Context: an optimization exercise on an open-source flow, tuned for small area, a short achievable clock period and few clock cycles. The choices shown serve that exercise and are no tape-out recipe.
Function was checked by simulation only, so behaviour that the tests miss may differ from the original.
No activity file was given, so power comes from the tool's default toggle rates.

==> zinc: inputs <==
// vu128_codec
module vu128_codec (
    input  wire         clk,
    input  wire         rst,
    input  wire         req_valid,
    output wire         req_ready,
    input  wire [7:0]   req_op,
    input  wire [127:0] req_a,
    input  wire [15:0]  req_off,
    input  wire [15:0]  req_len,
    output reg          rsp_valid,
    output reg  [2:0]   rsp_status,
    output wire         rsp_trunc,
    output wire [127:0] rsp_r,
    output reg  [4:0]   rsp_n,
    output reg          mem_valid,
    output reg          mem_we,
    output reg  [15:0]  mem_addr,
    output reg  [7:0]   mem_wdata,
    input  wire         mem_ready,
    input  wire [7:0]   mem_rdata
);
    localparam [2:0] ST_OK       = 3'd0,
                     ST_CAPACITY = 3'd1,
                     ST_SHORT    = 3'd2,
                     ST_WIDTH    = 3'd3,
                     ST_ILLEGAL  = 3'd4;
    assign rsp_trunc = 1'b0;
    reg         rdy;                     
    reg         s_prep, s_enc, s_dec0, s_decn, s_map, s_clr;
    reg [2:0]   pst;         
    reg [127:0] R;
    reg [16:0]  room;        
    reg [2:0]   wc_q;
    reg         fid, fze, fzd, fb32, fb64;
    reg         sgn_q;       
    reg [4:0]   cnt;         
    reg [4:0]   nlen;        
    reg [1:0]   wsel;        
    reg         dlg;         
    reg [8:0]   rem;         
    reg         tw;          
    assign req_ready = rdy;
    assign rsp_r     = R;
    wire [1:0] r_cls = req_op[7:6];
    wire [2:0] r_wc  = req_op[2:0];
    wire       r_w23 = (r_wc == 3'd2) || (r_wc == 3'd3);
    wire       r_legal = ~req_op[5] & (r_wc <= 3'd4) &
                         ((r_cls == 2'b00 || r_cls == 2'b01) ? ~req_op[4] :
                          (r_cls == 2'b10)                   ? (~req_op[4] & r_w23) :
  ...
clock: 8.0 ns
lec_check: 0
abc_clock_period_in_ps: 3500
cap_margin: 20
core_margin: 2
core_utilization: 40
place_density: 0.6
setup_slack_margin: 4.4
slew_margin: 20
standard.sh (not shown) runs the stock make flow with config.mk's settings and CLKGATE_MAP_FILE= SYNTH_SCRIPT=/design/flow/synth_recipe.tcl, a recipe that flattens the netlist after the stock synthesis.
==> flow/flow/run.sh <==
#!/bin/bash
# The standard layout (standard.sh, its synthesis unchanged), with the
# ports buffered by plain buffers instead of the delay cells buffer_ports
# picks by default. make's output, which holds every tool's output, goes to
# standard_flow.log; ORFS keeps each step's own log under orfs/logs/.
set -euo pipefail
bash standard.sh 'BUFFER_PORTS_ARGS=-buffer_cell sky130_fd_sc_hd__buf_1' finish > standard_flow.log 2>&1
==> maple: changes against zinc <==
--- a/flow/design.v
+++ b/flow/design.v
@@ -26,13 +26,14 @@
                      ST_ILLEGAL  = 3'd4;
     assign rsp_trunc = 1'b0;
     reg         rdy;                     
     reg         s_prep, s_enc, s_dec0, s_decn, s_map, s_clr;
     reg [2:0]   pst;         
     reg [127:0] R;
-    reg [16:0]  room;        
+    reg [5:0]   room;        
+    reg         rneg;        
     reg [2:0]   wc_q;
     reg         fid, fze, fzd, fb32, fb64;
     reg         sgn_q;       
     reg [4:0]   cnt;         
     reg [4:0]   nlen;        
     reg [1:0]   wsel;        
@@ -98,13 +99,32 @@
             3'd1:    r_maxlen = 5'd3;
             3'd2:    r_maxlen = 5'd5;
             3'd3:    r_maxlen = 5'd9;
             default: r_maxlen = 5'd17;
         endcase
     end
-    wire [16:0] r_room = {1'b0, req_len} - {1'b0, req_off};
+    wire [10:0] r_lh = req_len[15:5];
+    wire [10:0] r_oh = req_off[15:5];
+    wire [5:0]  r_ld = {1'b0, req_len[4:0]} - {1'b0, req_off[4:0]};    
+    wire        r_heq = (r_lh == r_oh);
+    wire        r_hp1 = (r_lh == r_oh + 11'd1);
+    wire        r_neg = (r_lh < r_oh) || (r_heq && r_ld[5]);
+    wire [5:0]  r_sat = r_neg ? 6'd0 :
+                        r_heq ? r_ld :
+                        r_hp1 ? {~r_ld[5], r_ld[4:0]} : 6'd63;
+    wire        r_empty = (r_lh < r_oh) || (r_heq && (req_len[4:0] <= req_off[4:0]));    
+    reg  [4:0]  r_ceq, r_chp;
+    integer w;
+    always @(*) begin
+        for (w = 0; w < 5; w = w + 1) begin
+            r_ceq[w] = ({2'b00, req_len[4:0]} < {2'b00, req_off[4:0]} + ((w == 0) ? 7'd2 : (w == 1) ? 7'd3 : (w == 2) ? 7'd5 : (w == 3) ? 7'd9 : 7'd17));
+            r_chp[w] = ({2'b01, req_len[4:0]} < {2'b00, req_off[4:0]} + ((w == 0) ? 7'd2 : (w == 1) ? 7'd3 : (w == 2) ? 7'd5 : (w == 3) ? 7'd9 : 7'd17));
+        end
+    end
+    wire [2:0]  r_wi = (r_wc > 3'd4) ? 3'd4 : r_wc;
+    wire        r_cap = (r_lh < r_oh) || (r_heq && r_ceq[r_wi]) || (r_hp1 && r_chp[r_wi]);
     integer k;
     wire [127:0] ra = req_a;
     reg  [15:0]  nzA;        
     reg  [15:1]  nzZ;        
     reg  [15:1]  f_nz;
     reg          f7, f14, f21, f28;
@@ -133,13 +153,13 @@
         if (!s_map) begin
             pnz  <= f_nz;
             pb7  <= f7;
             pb14 <= f14;
             pb21 <= f21;
             pb28 <= f28;
-            pcap <= r_room[16] || (r_room[15:0] < {11'd0, r_maxlen});
+            pcap <= r_cap;
         end
     end
     always @(posedge clk) begin
         if (rst) pk <= 1'b0;
         else if (!s_map) pk <= req_valid & ~rdy;
     end
@@ -172,13 +192,13 @@
             3'd1:    maxlen = 5'd3;
             3'd2:    maxlen = 5'd5;
             3'd3:    maxlen = 5'd9;
             default: maxlen = 5'd17;
         endcase
     end
-    wire        no_room = room[16] || (room[15:0] < {11'd0, maxlen});
+    wire        no_room = rneg || (room < {1'b0, maxlen});
     reg [7:0] e_next;
     always @(*) begin
         case (wsel)
             2'd0:    e_next = R[7:0];
             2'd1:    e_next = R[11:4];
             2'd2:    e_next = R[12:5];
@@ -201,16 +221,15 @@
             4'd0: d_len = 5'd2;   4'd1: d_len = 5'd3;   4'd2: d_len = 5'd4;   4'd3: d_len = 5'd5;
             4'd4: d_len = 5'd6;   4'd5: d_len = 5'd7;   4'd6: d_len = 5'd8;   4'd7: d_len = 5'd9;
             4'd8: d_len = 5'd10;  4'd9: d_len = 5'd11;  4'd10: d_len = 5'd12; 4'd11: d_len = 5'd13;
             4'd12: d_len = 5'd14; 4'd13: d_len = 5'd15; 4'd14: d_len = 5'd16; default: d_len = 5'd17;
         endcase
     end
-    wire        rsmall = (room[15:5] == 11'd0);
     reg  [17:2] rlt;
     integer q;
-    always @(*) for (q = 2; q <= 17; q = q + 1) rlt[q] = rsmall && (room[4:0] < q);
+    always @(*) for (q = 2; q <= 17; q = q + 1) rlt[q] = (room < q);
     wire d_short = ~d_small & (d_m2 ? rlt[2] : d_m3 ? rlt[3] : d_m4 ? rlt[4] : rlt[{1'b0, b[3:0]} + 5'd2]);
     reg [8:0] d_wbits;
     always @(*) begin
         case (wc_q)
             3'd0:    d_wbits = 9'd8;
             3'd1:    d_wbits = 9'd16;
@@ -277,13 +296,13 @@
                     end else if (pcap) begin
                         s_clr <= 1'b1; pst <= ST_CAPACITY;
                     end else begin
                         s_enc <= 1'b1;
                         mem_valid <= 1'b1;
                     end
-                end else if (req_off >= req_len) begin
+                end else if (r_empty) begin
                     s_clr <= 1'b1; pst <= ST_SHORT;
                 end else begin
                     s_dec0 <= 1'b1;
                     mem_valid <= 1'b1;
                 end
             end
@@ -337,13 +356,14 @@
                 end
             end
         end
     end
     always @(posedge clk) begin
         if (rdy) begin
-            room     <= {1'b0, req_len} - {1'b0, req_off};
+            room     <= r_sat;
+            rneg     <= r_neg;
             wc_q     <= r_wc;
             fid      <= r_id;
             fze      <= r_ze;
             fzd      <= r_zd;
             fb32     <= r_br & (r_wc == 3'd2);
             fb64     <= r_br & (r_wc != 3'd2);
- CORE_UTILIZATION: 40 -> 50
- PLACE_DENSITY: 0.6 -> 0.7
==> summary.md <==
| Metric | Value |
|---|---|
| Tap cells | `around 670` |
| Top flop regs | `R: 128 flops, room: 17 flops, mem_addr: 16 flops` |
| FF+latch count | `242` |
| Chip height | `228 um` |
| Fin area | `23,400 um^2` |
| Buffers, non-clock | `405` |
| Status | `finished clean` |
| PostCTS Resize Cnt | `47` |
| Simple-gate share of the synthesized area | `~17%` |
(the above is from zinc)
==> summary.md <==
| Metric | Value |
|---|---|
| Tcrit/Tclk final | `a little under half` |
| Core box area | `40,600 um^2` |
| Chip height | `206 um` |
| Wire per inst | `27.5 um` |
| Total clock buffers created by CTS | `28` |
| Dominant kind of cell | `multi-input gates` |
| Dpl cells | `3,221` |
| Synth Area per Inst | `just over 8 um^2` |
| PostCTS Resize Cnt | `33` |
| Status | `finished clean` |
| FF+latch count | `232` |
| Via density per instance | `7.20` |
| Fin area | `23,200 um^2` |
| Buffers, non-clock | `390` |
(the above is from maple)
Testbench counts of zinc, summed over its fixed seeds: cycles 28,309.
Testbench counts of maple, summed over its fixed seeds: cycles 28,309.


==> onyx: inputs <==
vu128_codec, a different RTL version from the one above (not shown whole).
Design vu128_codec, start of the top module:
module vu128_codec (
    input  wire         clk,
    input  wire         rst,
    input  wire         req_valid,
    output wire         req_ready,
    input  wire [7:0]   req_op,
    input  wire [127:0] req_a,
    input  wire [15:0]  req_off,
    input  wire [15:0]  req_len,
    output reg          rsp_valid,
    output reg  [2:0]   rsp_status,
    output wire         rsp_trunc,
    output wire [127:0] rsp_r,
    output reg  [4:0]   rsp_n,
    output reg          mem_valid,
    output reg          mem_we,
    output reg  [15:0]  mem_addr,
    output reg  [7:0]   mem_wdata,
    input  wire         mem_ready,
    input  wire [7:0]   mem_rdata
);
    localparam [2:0] ST_OK       = 3'd0,
                     ST_CAPACITY = 3'd1,
                     ST_SHORT    = 3'd2,
                     ST_WIDTH    = 3'd3,
                     ST_ILLEGAL  = 3'd4;
    assign rsp_trunc = 1'b0;
    reg         rdy;                     
    reg         s_prep, s_enc, s_dec0, s_decn, s_map, s_clr;
    reg [2:0]   pst;         
    reg [127:0] R;
    reg [16:0]  room;        
    reg [2:0]   wc_q;
    reg         fid, fze, fzd, fb32, fb64;
    reg         sgn_q;       
    reg [4:0]   cnt;         
    reg [4:0]   nlen;        
    reg [1:0]   wsel;        
    reg         dlg;         
    reg [8:0]   rem;         
    reg         tw;          
    assign req_ready = rdy;
    assign rsp_r     = R;
    wire [1:0] r_cls = req_op[7:6];
    wire [2:0] r_wc  = req_op[2:0];
    wire       r_w23 = (r_wc == 3'd2) || (r_wc == 3'd3);
    wire       r_legal = ~req_op[5] & (r_wc <= 3'd4) &
                         ((r_cls == 2'b00 || r_cls == 2'b01) ? ~req_op[4] :
                          (r_cls == 2'b10)                   ? (~req_op[4] & r_w23) :
                                                               (~req_op[4] | r_w23));
    wire       r_raw = (r_cls == 2'b11);
    wire       r_dec = req_op[3];
    wire [4:0] r_wth = {r_wc == 3'd4, r_wc >= 3'd3, r_wc >= 3'd2, r_wc >= 3'd1, 1'b1};
    reg        r_sgn;
    always @(*) begin
        case (r_wc)
            3'd0:    r_sgn = req_a[7];
            3'd1:    r_sgn = req_a[15];
  ...
Settings: LEC_CHECK=0, ABC_CLOCK_PERIOD_IN_PS=3500, CAP_MARGIN=20, CORE_MARGIN=2, CORE_UTILIZATION=40, PLACE_DENSITY=0.6, SETUP_SLACK_MARGIN=4.4, SLEW_MARGIN=20; clock period 8.0 ns.
run.sh (not shown) runs the stock make flow with config.mk's settings and CLKGATE_MAP_FILE= SYNTH_SCRIPT=/design/flow/synth_recipe.tcl, a recipe that flattens the netlist after the stock synthesis.
Stock flow here: none of the scripts above is used.
==> inputs of yarrow, as changes to onyx <==
--- a/flow/design.v
+++ b/flow/design.v
@@ -24,17 +24,18 @@
                      ST_SHORT    = 3'd2,
                      ST_WIDTH    = 3'd3,
                      ST_ILLEGAL  = 3'd4;
     assign rsp_trunc = 1'b0;
     reg         rdy;                     
     reg         s_prep, s_enc, s_dec0, s_decn, s_map, s_clr;
     reg [2:0]   pst;         
     reg [127:0] R;
-    reg [16:0]  room;        
+    reg [5:0]   room;        
+    reg         rneg;        
     reg [2:0]   wc_q;
     reg         fid, fze, fzd, fb32, fb64;
     reg         sgn_q;       
     reg [4:0]   cnt;         
     reg [4:0]   nlen;        
     reg [1:0]   wsel;        
     reg         dlg;         
     reg [8:0]   rem;         
@@ -96,26 +97,71 @@
         case (r_wc)
             3'd0:    r_maxlen = 5'd2;
             3'd1:    r_maxlen = 5'd3;
             3'd2:    r_maxlen = 5'd5;
             3'd3:    r_maxlen = 5'd9;
             default: r_maxlen = 5'd17;
         endcase
     end
-    wire [16:0] r_room = {1'b0, req_len} - {1'b0, req_off};
+    wire [10:0] r_lh = req_len[15:5];
+    wire [10:0] r_oh = req_off[15:5];
+    wire [5:0]  r_ld = {1'b0, req_len[4:0]} - {1'b0, req_off[4:0]};    
+    wire        r_heq = (r_lh == r_oh);
+    wire        r_hp1 = (r_lh == r_oh + 11'd1);
+    wire        r_neg = (r_lh < r_oh) || (r_heq && r_ld[5]);
+    wire [5:0]  r_sat = r_neg ? 6'd0 :
+                        r_heq ? r_ld :
+                        r_hp1 ? {~r_ld[5], r_ld[4:0]} : 6'd63;
+    wire        r_empty = (r_lh < r_oh) || (r_heq && (req_len[4:0] <= req_off[4:0]));    
+    reg  [4:0]  r_ceq, r_chp;
+    integer w;
+    always @(*) begin
+        for (w = 0; w < 5; w = w + 1) begin
+            r_ceq[w] = ({2'b00, req_len[4:0]} < {2'b00, req_off[4:0]} + ((w == 0) ? 7'd2 : (w == 1) ? 7'd3 : (w == 2) ? 7'd5 : (w == 3) ? 7'd9 : 7'd17));
+            r_chp[w] = ({2'b01, req_len[4:0]} < {2'b00, req_off[4:0]} + ((w == 0) ? 7'd2 : (w == 1) ? 7'd3 : (w == 2) ? 7'd5 : (w == 3) ? 7'd9 : 7'd17));
+        end
+    end
+    wire [2:0]  r_wi = (r_wc > 3'd4) ? 3'd4 : r_wc;
+    wire        r_cap = (r_lh < r_oh) || (r_heq && r_ceq[r_wi]) || (r_hp1 && r_chp[r_wi]);
     integer k;
+    wire [127:0] ra = req_a;
+    reg  [15:0]  nzA;        
+    reg  [15:1]  nzZ;        
+    reg  [15:1]  f_nz;
+    reg          f7, f14, f21, f28;
+    wire [4:0]   rb = r_wth;
+    integer kk;
+    always @(*) begin
+        for (kk = 0; kk < 16; kk = kk + 1) nzA[kk] = |ra[8*kk +: 8];
+        for (kk = 1; kk < 16; kk = kk + 1)
+            nzZ[kk] = r_sgn ? ~&ra[8*kk-1 +: 8] : |ra[8*kk-1 +: 8];
+        for (kk = 1; kk < 16; kk = kk + 1) begin
+            f_nz[kk] = (r_id & nzA[kk]) | (r_ze & nzZ[kk]);
+            if (kk < 4) f_nz[kk] = f_nz[kk] | (r_br & (r_wc == 3'd2) & nzA[3-kk]);
+            if (kk < 8) f_nz[kk] = f_nz[kk] | (r_br & (r_wc != 3'd2) & nzA[7-kk]);
+            f_nz[kk] = f_nz[kk] & rb[(kk >= 8) ? 4 : (kk >= 4) ? 3 : (kk >= 2) ? 2 : 1];
+        end
+        f7  = (r_id & ra[7]) | (r_ze & (ra[6] ^ r_sgn)) |
+              (r_br & (r_wc == 3'd2) & ra[24]) | (r_br & (r_wc != 3'd2) & ra[56]);
+        f14 = ((r_id & |ra[15:14]) | (r_ze & |(ra[14:13] ^ {2{r_sgn}})) |
+               (r_br & (r_wc == 3'd2) & |ra[17:16]) | (r_br & (r_wc != 3'd2) & |ra[49:48])) & rb[1];
+        f21 = ((r_id & |ra[23:21]) | (r_ze & |(ra[22:20] ^ {3{r_sgn}})) |
+               (r_br & (r_wc == 3'd2) & |ra[10:8]) | (r_br & (r_wc != 3'd2) & |ra[42:40])) & rb[2];
+        f28 = ((r_id & |ra[31:28]) | (r_ze & |(ra[30:27] ^ {4{r_sgn}})) |
+               (r_br & (r_wc == 3'd2) & |ra[3:0]) | (r_br & (r_wc != 3'd2) & |ra[35:32])) & rb[2];
+    end
     always @(posedge clk) begin
         if (!s_map) begin
-            for (k = 1; k < 16; k = k + 1) pnz[k] <= |mapv[8*k +: 8];
-            pb7  <= mapv[7];
-            pb14 <= |mapv[15:14];
-            pb21 <= |mapv[23:21];
-            pb28 <= |mapv[31:28];
-            pcap <= r_room[16] || (r_room[15:0] < {11'd0, r_maxlen});
+            pnz  <= f_nz;
+            pb7  <= f7;
+            pb14 <= f14;
+            pb21 <= f21;
+            pb28 <= f28;
+            pcap <= r_cap;
         end
     end
     always @(posedge clk) begin
         if (rst) pk <= 1'b0;
         else if (!s_map) pk <= req_valid & ~rdy;
     end
     reg [3:0]  hi;           
     reg [4:0]  e_cntl;       
@@ -144,17 +190,17 @@
         case (wc_q)
             3'd0:    maxlen = 5'd2;
             3'd1:    maxlen = 5'd3;
             3'd2:    maxlen = 5'd5;
             3'd3:    maxlen = 5'd9;
             default: maxlen = 5'd17;
         endcase
     end
-    wire        no_room = room[16] || (room[15:0] < {11'd0, maxlen});
+    wire        no_room = rneg || (room < {1'b0, maxlen});
     reg [7:0] e_next;
     always @(*) begin
         case (wsel)
             2'd0:    e_next = R[7:0];
             2'd1:    e_next = R[11:4];
             2'd2:    e_next = R[12:5];
             default: e_next = R[13:6];
         endcase
@@ -173,20 +219,19 @@
         else if (d_m4) d_len = 5'd4;
         else case (b[3:0])
             4'd0: d_len = 5'd2;   4'd1: d_len = 5'd3;   4'd2: d_len = 5'd4;   4'd3: d_len = 5'd5;
             4'd4: d_len = 5'd6;   4'd5: d_len = 5'd7;   4'd6: d_len = 5'd8;   4'd7: d_len = 5'd9;
             4'd8: d_len = 5'd10;  4'd9: d_len = 5'd11;  4'd10: d_len = 5'd12; 4'd11: d_len = 5'd13;
             4'd12: d_len = 5'd14; 4'd13: d_len = 5'd15; 4'd14: d_len = 5'd16; default: d_len = 5'd17;
         endcase
     end
-    wire        rsmall = (room[15:5] == 11'd0);
     reg  [17:2] rlt;
     integer q;
-    always @(*) for (q = 2; q <= 17; q = q + 1) rlt[q] = rsmall && (room[4:0] < q);
+    always @(*) for (q = 2; q <= 17; q = q + 1) rlt[q] = (room < q);
     wire d_short = ~d_small & (d_m2 ? rlt[2] : d_m3 ? rlt[3] : d_m4 ? rlt[4] : rlt[{1'b0, b[3:0]} + 5'd2]);
     reg [8:0] d_wbits;
     always @(*) begin
         case (wc_q)
             3'd0:    d_wbits = 9'd8;
             3'd1:    d_wbits = 9'd16;
             3'd2:    d_wbits = 9'd32;
             3'd3:    d_wbits = 9'd64;
@@ -249,17 +294,17 @@
                     if (!pk) begin
                         s_prep <= 1'b1;
                     end else if (pcap) begin
                         s_clr <= 1'b1; pst <= ST_CAPACITY;
                     end else begin
                         s_enc <= 1'b1;
                         mem_valid <= 1'b1;
                     end
-                end else if (req_off >= req_len) begin
+                end else if (r_empty) begin
                     s_clr <= 1'b1; pst <= ST_SHORT;
                 end else begin
                     s_dec0 <= 1'b1;
                     mem_valid <= 1'b1;
                 end
             end
             if (s_map | s_clr) begin
                 s_map <= 1'b0; s_clr <= 1'b0;
@@ -309,17 +354,18 @@
                     rdy <= 1'b1;
                     rsp_valid <= 1'b1;
                 end
             end
         end
     end
     always @(posedge clk) begin
         if (rdy) begin
-            room     <= {1'b0, req_len} - {1'b0, req_off};
+            room     <= r_sat;
+            rneg     <= r_neg;
             wc_q     <= r_wc;
             fid      <= r_id;
             fze      <= r_ze;
             fzd      <= r_zd;
             fb32     <= r_br & (r_wc == 3'd2);
             fb64     <= r_br & (r_wc != 3'd2);
             sgn_q    <= r_sgn;
             mem_we   <= ~r_dec;
==> flow/flow/run.sh (new file) <==
#!/bin/bash
# The standard layout (standard.sh, its synthesis unchanged), with the
# ports buffered by plain buffers instead of the delay cells buffer_ports
# picks by default. make's output, which holds every tool's output, goes to
# standard_flow.log; ORFS keeps each step's own log under orfs/logs/.
set -euo pipefail
bash standard.sh 'BUFFER_PORTS_ARGS=-buffer_cell sky130_fd_sc_hd__buf_1' finish > standard_flow.log 2>&1
==> flow/standard.sh (new file) <==
#!/bin/bash
# synth_recipe.tcl (not shown) runs the flow's synth.tcl, then flattens the netlist and writes it again
# the make line also repeats each setting of config.mk as NAME=value (left out here)
make -C /OpenROAD-flow-scripts/flow DESIGN_CONFIG=/design/flow/config.mk WORK_HOME=/design/flow/orfs CLKGATE_MAP_FILE= SYNTH_SCRIPT=/design/flow/synth_recipe.tcl "${@:-finish}"
removed: flow/run.sh
==> qor.yml <==
run_status: "complete, no violations"
p_switching_mw: 1.52
routed_wirelength_mm: 102
pwr-share-clk_pct: 32.6
synth.mux.area_fraction_pct: 9.35
syn_nets: 2649
area.share.sequential_pct: 21.2
fin_total_pwr_mw: 4.39
fillers: 4469
-- figures above: onyx

==> qor.yml <==
num-nonclk-buffers: 389
finalHoldViolations: 0
synth.mux.area_fraction_pct: 10.7
layout.area.seq_um2: 5590
run_status: "complete, no violations"
placement.io_buffers: 343
synth_adder_area_share_pct: 3.47
p_switching_mw: 1.26
fillers: 4971
area.share.sequential_pct: 23.8
first_global_vias: 21600
syn_nets: 2759
pwr-share-clk_pct: 38.8
routed_wirelength_mm: 96.9
-- figures above: yarrow

Testbench counts of onyx, summed over its fixed seeds: cycles 28,309.
Testbench counts of yarrow, summed over its fixed seeds: cycles 28,309.

what the ideal ports hide:
In the flow no input, the clock included, has a driving cell. The finished layouts below were timed again as built, in two steps.
Step 1 sets driving cells, clkbuf_16 on the clock port and buf_2 on the other inputs (assumed; they add their load-dependent delay and slew).
Step 2, shift: input delay + t, output delay - t, t = (earliest + latest rising clock arrival at the registers) / 2. This alone moves slack from input paths to output paths.
Slacks: ideal ports / drivers / drivers and shift; pairs: ideal ports / drivers.
run	t (ns)	slack for setup (ns)	worst slew at a driven data input, ns	pins driven straight from the clock port
zinc	0.642	3.936 / 3.946 / 3.304	0.13	1
maple	0.663	4.395 / 4.396 / 3.733	0.10	1
onyx	0.653	4.124 / 4.130 / 3.477	0.12	1
yarrow	0.647	4.337 / 4.379 / 3.731	0.07	1
After both steps setup and hold are still met in every run listed. The setup slack of maple, which loses most, moves by +0.001 ns with the drivers and by -0.662 ns with both steps.
